Background: an optimization exercise with open tools, aiming at small area, a short achievable clock period and few clock cycles per item. Do not read the settings as production practice.
Only simulation tests tie the RTL to the original design; equivalence was not proved.

==> exp/amber <==
## edhe_pixel
module edhe_pixel (
    input  wire        clk,
    input  wire        rst,
    input  wire        in_valid,
    output wire        in_ready,
    input  wire        in_first,    
    input  wire        in_w16,      
    input  wire        in_noise,    
    input  wire [15:0] in_tl,       
    input  wire [15:0] in_tr,       
    input  wire [15:0] in_bl,       
    input  wire [15:0] in_br,       
    input  wire [7:0]  in_wx,
    input  wire [7:0]  in_wy,
    input  wire [31:0] in_err,      
    input  wire [12:0] in_u,        
    output reg         out_valid,
    input  wire        out_ready,
    output reg  [15:0] out_q,       
    output reg  [31:0] out_a        
);
==> module edhe_addcs, before the edit <==
module edhe_addcs #(parameter W = 24, parameter L = 12) (
    input  wire [W-1:0] a,
    input  wire [W-1:0] b,
    input  wire         ci,
    output wire [W-1:0] s,
    output wire         co
);
    wire [L-1:0]   sl;
    wire           cl;
    edhe_add #(L) u_lo (.a(a[L-1:0]), .b(b[L-1:0]), .ci(ci), .s(sl), .co(cl));
    wire [W-L-1:0] h0, hs;
    wire           c0, ic;
    edhe_add #(W - L) u_h0 (.a(a[W-1:L]), .b(b[W-1:L]), .ci(1'b0), .s(h0), .co(c0));
    edhe_inc #(W - L) u_hi (.a(h0), .ci(cl), .s(hs), .co(ic));
    assign s  = {hs, sl};
    assign co = c0 | ic;
endmodule
Settings: LEC_CHECK=0, ABC_AREA=1, CAP_MARGIN=20, CORE_MARGIN=2, CORE_UTILIZATION=60, CTS_CLUSTER_DIAMETER=160, CTS_CLUSTER_SIZE=24, SLEW_MARGIN=20; clock period 190.0 ns.
standard.sh (not shown) runs the stock make flow with config.mk's settings and CLKGATE_MAP_FILE= SYNTH_SCRIPT=/design/flow/synth_recipe.tcl, a recipe that flattens the netlist after the stock synthesis.
==> flow/flow/run.sh <==
#!/bin/bash
# The standard layout (the standard.sh: the same synthesis script and steps), with these
# settings changed:
#  - SYNTH_ARGS=-noabc: Yosys's generic synth skips its early "abc -fast" pass, which breaks
#    the hand-written full-adder chains apart; the registers, their names and their cell types
#    are unchanged.
#  - the technology mapping uses ORFS's area script with its mapping step replaced by
#    "amap" (a copy of ORFS's scripts folder, with only abc_area.script changed).
#  - the buffers placed on the input and output ports are plain buf_1 cells instead of the
#    delay buffers ORFS picks by default. Every port still gets its buffer.
set -euo pipefail
rm -rf scripts_abc
cp -r "$FLOW_HOME/scripts" scripts_abc
printf 'strash\ndch\namap\ntopo\nstime -c\nbuffer -c\nupsize -c\ndnsize -c\n' > scripts_abc/abc_area.script
bash standard.sh "SCRIPTS_DIR=$PWD/scripts_abc" "SYNTH_ARGS=-noabc" "BUFFER_PORTS_ARGS=-buffer_cell sky130_fd_sc_hd__buf_1" finish > standard_flow.log 2>&1
==> exp/zinc: changes against exp/amber <==
--- a/flow/design.v
+++ b/flow/design.v
@@ -260,16 +260,16 @@
     output wire         co
 );
     wire [L-1:0]   sl;
     wire           cl;
     edhe_add #(L) u_lo (.a(a[L-1:0]), .b(b[L-1:0]), .ci(ci), .s(sl), .co(cl));
-    wire [W-L-1:0] h0, hs;
-    wire           c0, ic;
+    wire [W-L-1:0] h0, h1;
+    wire           c0, c1;
     edhe_add #(W - L) u_h0 (.a(a[W-1:L]), .b(b[W-1:L]), .ci(1'b0), .s(h0), .co(c0));
-    edhe_inc #(W - L) u_hi (.a(h0), .ci(cl), .s(hs), .co(ic));
-    assign s  = {hs, sl};
-    assign co = c0 | ic;
+    edhe_add #(W - L) u_h1 (.a(a[W-1:L]), .b(b[W-1:L]), .ci(1'b1), .s(h1), .co(c1));
+    assign s  = {cl ? h1 : h0, sl};
+    assign co = cl ? c1 : c0;
 endmodule
 module edhe_ge #(parameter W = 32) (
     input  wire [W-1:0] a,
     input  wire [W-1:0] b,
     output wire         ge
==> flow/flow/run.sh (replaced) <==
#!/bin/bash
# The standard layout (the standard.sh: the same synthesis script and steps), with these
# settings changed:
#  - SYNTH_ARGS=-noabc: Yosys's generic synth skips its early "abc -fast" pass, which breaks
#    the hand-written full-adder chains apart; the registers, their names and their cell types
#    are unchanged.
#  - the technology mapping uses ORFS's area script with its mapping step replaced by
#    "map -a -B 0.9" (a copy of ORFS's scripts folder, with only abc_area.script changed).
#  - the buffers placed on the input and output ports are plain buf_1 cells instead of the
#    delay buffers ORFS picks by default. Every port still gets its buffer.
set -euo pipefail
rm -rf scripts_abc
cp -r "$FLOW_HOME/scripts" scripts_abc
printf 'strash\ndch\nmap -a -B 0.9\ntopo\nstime -c\nbuffer -c\nupsize -c\ndnsize -c\n' > scripts_abc/abc_area.script
bash standard.sh "SCRIPTS_DIR=$PWD/scripts_abc" "SYNTH_ARGS=-noabc" "BUFFER_PORTS_ARGS=-buffer_cell sky130_fd_sc_hd__buf_1" finish > standard_flow.log 2>&1
==> exp/pepper: changes against exp/amber <==
--- a/flow/design.v
+++ b/flow/design.v
@@ -97,24 +97,23 @@
     edhe_add #(15) u_m0d (.a(m0[20:6]), .b(15'h7FFF), .ci(1'b0), .s(m0d), .co(m0dc));
     wire [5:0]  mlo;
     wire        mlc;
     edhe_add #(6) u_mlo (.a(m0[5:0]), .b(~sA2), .ci(~c2), .s(mlo), .co(mlc));
     wire [20:0] mag = {mlc ? m0[20:6] : m0d, mlo};
-    wire [31:0] n8_f;
-    edhe_fix8   u_fix_n8 (.n({3'd0, mag}), .sg(un), .y(n8_f));
     reg        v3;
-    reg        r3_w16, r3_active;
+    reg        r3_w16, r3_active, r3_un;
     reg [31:0] r3_a1;
-    reg [31:0] r3_n8f;
+    reg [20:0] r3_mag;
     always @(posedge clk) begin
         if (adv) begin
-            r3_w16 <= r2_w16; r3_active <= active;
-            r3_a1 <= a1; r3_n8f <= n8_f;
+            r3_w16 <= r2_w16; r3_active <= active; r3_un <= un;
+            r3_a1 <= a1; r3_mag <= mag;
         end
     end
-    wire [31:0] a2;
-    edhe_fadd32 u_add_noise (.a(r3_a1), .b(r3_n8f), .y(a2));
+    wire [31:0] n8_f, a2;
+    edhe_fix8   u_fix_n8 (.n({3'd0, r3_mag}), .sg(r3_un), .y(n8_f));
+    edhe_fadd32 u_add_noise (.a(r3_a1), .b(n8_f), .y(a2));
     wire [31:0] a = r3_active ? a2 : r3_a1;
     reg [31:0] sk_a;
     reg        sk_w16;
     always @(posedge clk) begin
         if (go) begin
@@ -210,18 +209,18 @@
     wire [27:0] n5 = t1 ? {n4[26:0], 1'b0} : n4;
     wire [4:0]  sh = {t16, t8, t4, t2, t1};
     wire [26:0] m  = {n5[27:2], n5[1] | n5[0]};
     wire [8:0] e1;
     wire       e1_co;
-    edhe_addcs #(9, 4) u_e (.a({1'b0, xbig}), .b(~{4'd0, sh}), .ci(1'b1), .s(e1), .co(e1_co));
+    edhe_add #(9) u_e (.a({1'b0, xbig}), .b(~{4'd0, sh}), .ci(1'b1), .s(e1), .co(e1_co));
     wire        rup = m[2] & (m[1] | m[0] | m[3]);
     wire [23:0] mr;
     wire        mr_co;
     edhe_inc #(24) u_rnd (.a(m[26:3]), .ci(rup), .s(mr), .co(mr_co));
     wire [8:0]  ex;
     wire        ex_co;
-    edhe_addcs #(9, 4) u_ex (.a(e1), .b({7'd0, mr_co, mr[23]}), .ci(1'b0), .s(ex), .co(ex_co));
+    edhe_add #(9) u_ex (.a(e1), .b({7'd0, mr_co, mr[23]}), .ci(1'b0), .s(ex), .co(ex_co));
     wire zero_diff = sub & ~|r;
     wire ovf = ex[8] | (&ex[7:0]) | inf;
     assign y = nan       ? 32'h7FC00000 :
                ovf       ? {bg[31], 31'h7F800000} :
                zero_diff ? 32'h00000000 :
@@ -260,16 +259,16 @@
     output wire         co
 );
     wire [L-1:0]   sl;
     wire           cl;
     edhe_add #(L) u_lo (.a(a[L-1:0]), .b(b[L-1:0]), .ci(ci), .s(sl), .co(cl));
-    wire [W-L-1:0] h0, hs;
-    wire           c0, ic;
+    wire [W-L-1:0] h0, h1;
+    wire           c0, c1;
     edhe_add #(W - L) u_h0 (.a(a[W-1:L]), .b(b[W-1:L]), .ci(1'b0), .s(h0), .co(c0));
-    edhe_inc #(W - L) u_hi (.a(h0), .ci(cl), .s(hs), .co(ic));
-    assign s  = {hs, sl};
-    assign co = c0 | ic;
+    edhe_add #(W - L) u_h1 (.a(a[W-1:L]), .b(b[W-1:L]), .ci(1'b1), .s(h1), .co(c1));
+    assign s  = {cl ? h1 : h0, sl};
+    assign co = cl ? c1 : c0;
 endmodule
 module edhe_ge #(parameter W = 32) (
     input  wire [W-1:0] a,
     input  wire [W-1:0] b,
     output wire         ge
==> flow/flow/run.sh (replaced) <==
#!/bin/bash
# The standard layout (the standard.sh: the same synthesis script and steps), with two
# settings changed:
#  - SYNTH_ARGS=-noabc: Yosys's generic synth skips its early "abc -fast" pass, which breaks
#    the hand-written full-adder chains apart; the technology mapping with abc afterwards is
#    unchanged, and so are the registers, their names and their cell types.
#  - the buffers placed on the input and output ports are plain buf_1 cells instead of the
#    delay buffers ORFS picks by default. Every port still gets its buffer.
set -euo pipefail
bash standard.sh "SYNTH_ARGS=-noabc" "BUFFER_PORTS_ARGS=-buffer_cell sky130_fd_sc_hd__buf_1" finish > standard_flow.log 2>&1
Settings changed: GPL_TIMING_DRIVEN set to 0.
==> exp/fjord: changes against exp/amber <==
--- a/flow/design.v
+++ b/flow/design.v
@@ -97,24 +97,23 @@
     edhe_add #(15) u_m0d (.a(m0[20:6]), .b(15'h7FFF), .ci(1'b0), .s(m0d), .co(m0dc));
     wire [5:0]  mlo;
     wire        mlc;
     edhe_add #(6) u_mlo (.a(m0[5:0]), .b(~sA2), .ci(~c2), .s(mlo), .co(mlc));
     wire [20:0] mag = {mlc ? m0[20:6] : m0d, mlo};
-    wire [31:0] n8_f;
-    edhe_fix8   u_fix_n8 (.n({3'd0, mag}), .sg(un), .y(n8_f));
     reg        v3;
-    reg        r3_w16, r3_active;
+    reg        r3_w16, r3_active, r3_un;
     reg [31:0] r3_a1;
-    reg [31:0] r3_n8f;
+    reg [20:0] r3_mag;
     always @(posedge clk) begin
         if (adv) begin
-            r3_w16 <= r2_w16; r3_active <= active;
-            r3_a1 <= a1; r3_n8f <= n8_f;
+            r3_w16 <= r2_w16; r3_active <= active; r3_un <= un;
+            r3_a1 <= a1; r3_mag <= mag;
         end
     end
-    wire [31:0] a2;
-    edhe_fadd32 u_add_noise (.a(r3_a1), .b(r3_n8f), .y(a2));
+    wire [31:0] n8_f, a2;
+    edhe_fix8   u_fix_n8 (.n({3'd0, r3_mag}), .sg(r3_un), .y(n8_f));
+    edhe_fadd32 u_add_noise (.a(r3_a1), .b(n8_f), .y(a2));
     wire [31:0] a = r3_active ? a2 : r3_a1;
     reg [31:0] sk_a;
     reg        sk_w16;
     always @(posedge clk) begin
         if (go) begin
@@ -126,13 +125,12 @@
     wire        ins  = go && v3;                  
     wire [31:0] na   = skv ? sk_a : a;
     wire        nw16 = skv ? sk_w16 : r3_w16;
     wire [15:0] q;
     edhe_quant  u_quant (.a(na), .w16(nw16), .q(q));
-    wire hold = out_valid & ~out_ready;
     always @(posedge clk) begin
-        if (!hold) begin
+        if (!out_valid || out_ready) begin
             out_q <= q;
             out_a <= na;
         end
     end
     wire out_v_n = skv ? 1'b1 : (out_valid && !out_ready) || ins;
@@ -187,11 +185,11 @@
     wire [26:0] s4 = d[1] ? {2'd0,  s3[26:3],  |s3[2:0]}  : s3;
     wire [26:0] s5 = d[0] ? {1'd0,  s4[26:2],  |s4[1:0]}  : s4;
     wire [26:0] aligned = far ? {26'd0, |msmall} : s5;
     wire [27:0] r;
     wire        r_co;
-    edhe_addcs #(28, 13) u_sum (.a({1'b0, mbig, 3'b000}), .b({1'b0, aligned} ^ {28{sub}}), .ci(sub),
+    edhe_add #(28) u_sum (.a({1'b0, mbig, 3'b000}), .b({1'b0, aligned} ^ {28{sub}}), .ci(sub),
                           .s(r), .co(r_co));
     wire [4:0] bud = xbig[4:0];
     wire       u0  = |xbig[7:5];
     wire [27:0] n0 = r;
     wire t16 = ~|n0[27:12] & (u0 | bud[4]);
@@ -210,18 +208,18 @@
     wire [27:0] n5 = t1 ? {n4[26:0], 1'b0} : n4;
     wire [4:0]  sh = {t16, t8, t4, t2, t1};
     wire [26:0] m  = {n5[27:2], n5[1] | n5[0]};
     wire [8:0] e1;
     wire       e1_co;
-    edhe_addcs #(9, 4) u_e (.a({1'b0, xbig}), .b(~{4'd0, sh}), .ci(1'b1), .s(e1), .co(e1_co));
+    edhe_add #(9) u_e (.a({1'b0, xbig}), .b(~{4'd0, sh}), .ci(1'b1), .s(e1), .co(e1_co));
     wire        rup = m[2] & (m[1] | m[0] | m[3]);
     wire [23:0] mr;
     wire        mr_co;
     edhe_inc #(24) u_rnd (.a(m[26:3]), .ci(rup), .s(mr), .co(mr_co));
     wire [8:0]  ex;
     wire        ex_co;
-    edhe_addcs #(9, 4) u_ex (.a(e1), .b({7'd0, mr_co, mr[23]}), .ci(1'b0), .s(ex), .co(ex_co));
+    edhe_add #(9) u_ex (.a(e1), .b({7'd0, mr_co, mr[23]}), .ci(1'b0), .s(ex), .co(ex_co));
     wire zero_diff = sub & ~|r;
     wire ovf = ex[8] | (&ex[7:0]) | inf;
     assign y = nan       ? 32'h7FC00000 :
                ovf       ? {bg[31], 31'h7F800000} :
                zero_diff ? 32'h00000000 :
@@ -260,16 +258,16 @@
     output wire         co
 );
     wire [L-1:0]   sl;
     wire           cl;
     edhe_add #(L) u_lo (.a(a[L-1:0]), .b(b[L-1:0]), .ci(ci), .s(sl), .co(cl));
-    wire [W-L-1:0] h0, hs;
-    wire           c0, ic;
+    wire [W-L-1:0] h0, h1;
+    wire           c0, c1;
     edhe_add #(W - L) u_h0 (.a(a[W-1:L]), .b(b[W-1:L]), .ci(1'b0), .s(h0), .co(c0));
-    edhe_inc #(W - L) u_hi (.a(h0), .ci(cl), .s(hs), .co(ic));
-    assign s  = {hs, sl};
-    assign co = c0 | ic;
+    edhe_add #(W - L) u_h1 (.a(a[W-1:L]), .b(b[W-1:L]), .ci(1'b1), .s(h1), .co(c1));
+    assign s  = {cl ? h1 : h0, sl};
+    assign co = cl ? c1 : c0;
 endmodule
 module edhe_ge #(parameter W = 32) (
     input  wire [W-1:0] a,
     input  wire [W-1:0] b,
     output wire         ge
==> flow/flow/run.sh (replaced) <==
#!/bin/bash
# The standard layout (the standard.sh, unchanged synthesis and steps), with one change:
# the buffers placed on the input and output ports are plain buf_1 cells instead of the
# delay buffers ORFS picks by default. Every port still gets its buffer.
set -euo pipefail
bash standard.sh "BUFFER_PORTS_ARGS=-buffer_cell sky130_fd_sc_hd__buf_1" finish > standard_flow.log 2>&1
Settings changed: CORE_UTILIZATION 60 to 40, CTS_CLUSTER_DIAMETER 160 to not set, CTS_CLUSTER_SIZE 24 to not set.
==> notes <==
Between exp/fjord and exp/amber, the lower die area is in exp/amber (gap about 64%, measured against exp/amber).
Register-to-register slack, lowest first: exp/pepper, exp/zinc, exp/amber, exp/fjord.
Between exp/amber and exp/zinc, the lower global-route usage is in exp/amber (gap 0.13 points).
The highest cell count belongs to exp/fjord, the lowest to exp/amber.
==> figures <==
	exp/amber	exp/pepper	exp/zinc	exp/fjord
Outcome	timing/DRC/antenna clean	timing/DRC/antenna clean	timing/DRC/antenna clean	timing/DRC/antenna clean
Pre-Repair DR Iteration Count	6	6	8	5
Proportion of layout cells with a drive suffix above 1	0.04404	0.04070	0.03612	0.05018
Worst path setup slack after routing	150.88 ns	150.84 ns	150.88 ns	150.86 ns
Buffers outside the clock class	267	507	259	251
Worst Hold Slack	0.3908 ns	0.4206 ns	0.4115 ns	0.4183 ns
Met1 capacity usage during global routing	0.4528	0.4737	0.4656	0.3040
Crit Reg-Reg Startpoint	r2_v8[19]$_SDFFCE_PP0P_	r3_mag[12]$_DFFE_PP_	r2_first$_DFFE_PP_	r3_mag[12]$_DFFE_PP_
Worst reg2reg setup slack	156.42 ns	151.84 ns	152.68 ns	156.75 ns
Testbench counts of exp/amber, summed over its fixed seeds: cycles 24,032, items 24,000.
Testbench counts of exp/zinc, summed over its fixed seeds: cycles 24,032, items 24,000.
Testbench counts of exp/pepper, summed over its fixed seeds: cycles 24,032, items 24,000.
Testbench counts of exp/fjord, summed over its fixed seeds: cycles 24,032, items 24,000.

what the ideal ports hide:
Ports are ideal in the flow. The routed layouts listed here were re-timed in OpenROAD. Step 1: set_driving_cell puts a clkbuf_16 on clk and a buf_2 on each other input, an assumption about the parent block. Step 2 also shifts input and output timing later by t, the mid clock arrival at the registers, as if the neighbouring blocks saw the same clock. a / b / c = ideal ports / drivers / drivers and shift; a / b = the first two.
| run | shift t [ns] | setup WS [ns] | hold slack, ns | pins driven straight from the clock port |
|---|---|---|---|---|
| exp/amber | 0.663 | 150.880 / 150.813 / 150.934 | 0.391 / 0.391 / 0.391 | 1 |
| exp/zinc | 0.637 | 150.875 / 150.805 / 150.748 | 0.411 / 0.411 / 0.411 | 1 |
| exp/pepper | 0.661 | 150.844 / 150.773 / 150.651 | 0.421 / 0.421 / 0.421 | 1 |
| exp/fjord | 0.706 | 150.863 / 150.784 / 150.696 | 0.418 / 0.418 / 0.418 | 1 |
After both steps every run listed still meets setup and hold. For exp/pepper, which loses most, drivers alone change the setup slack by -0.071 ns; drivers and shift together by -0.193 ns.
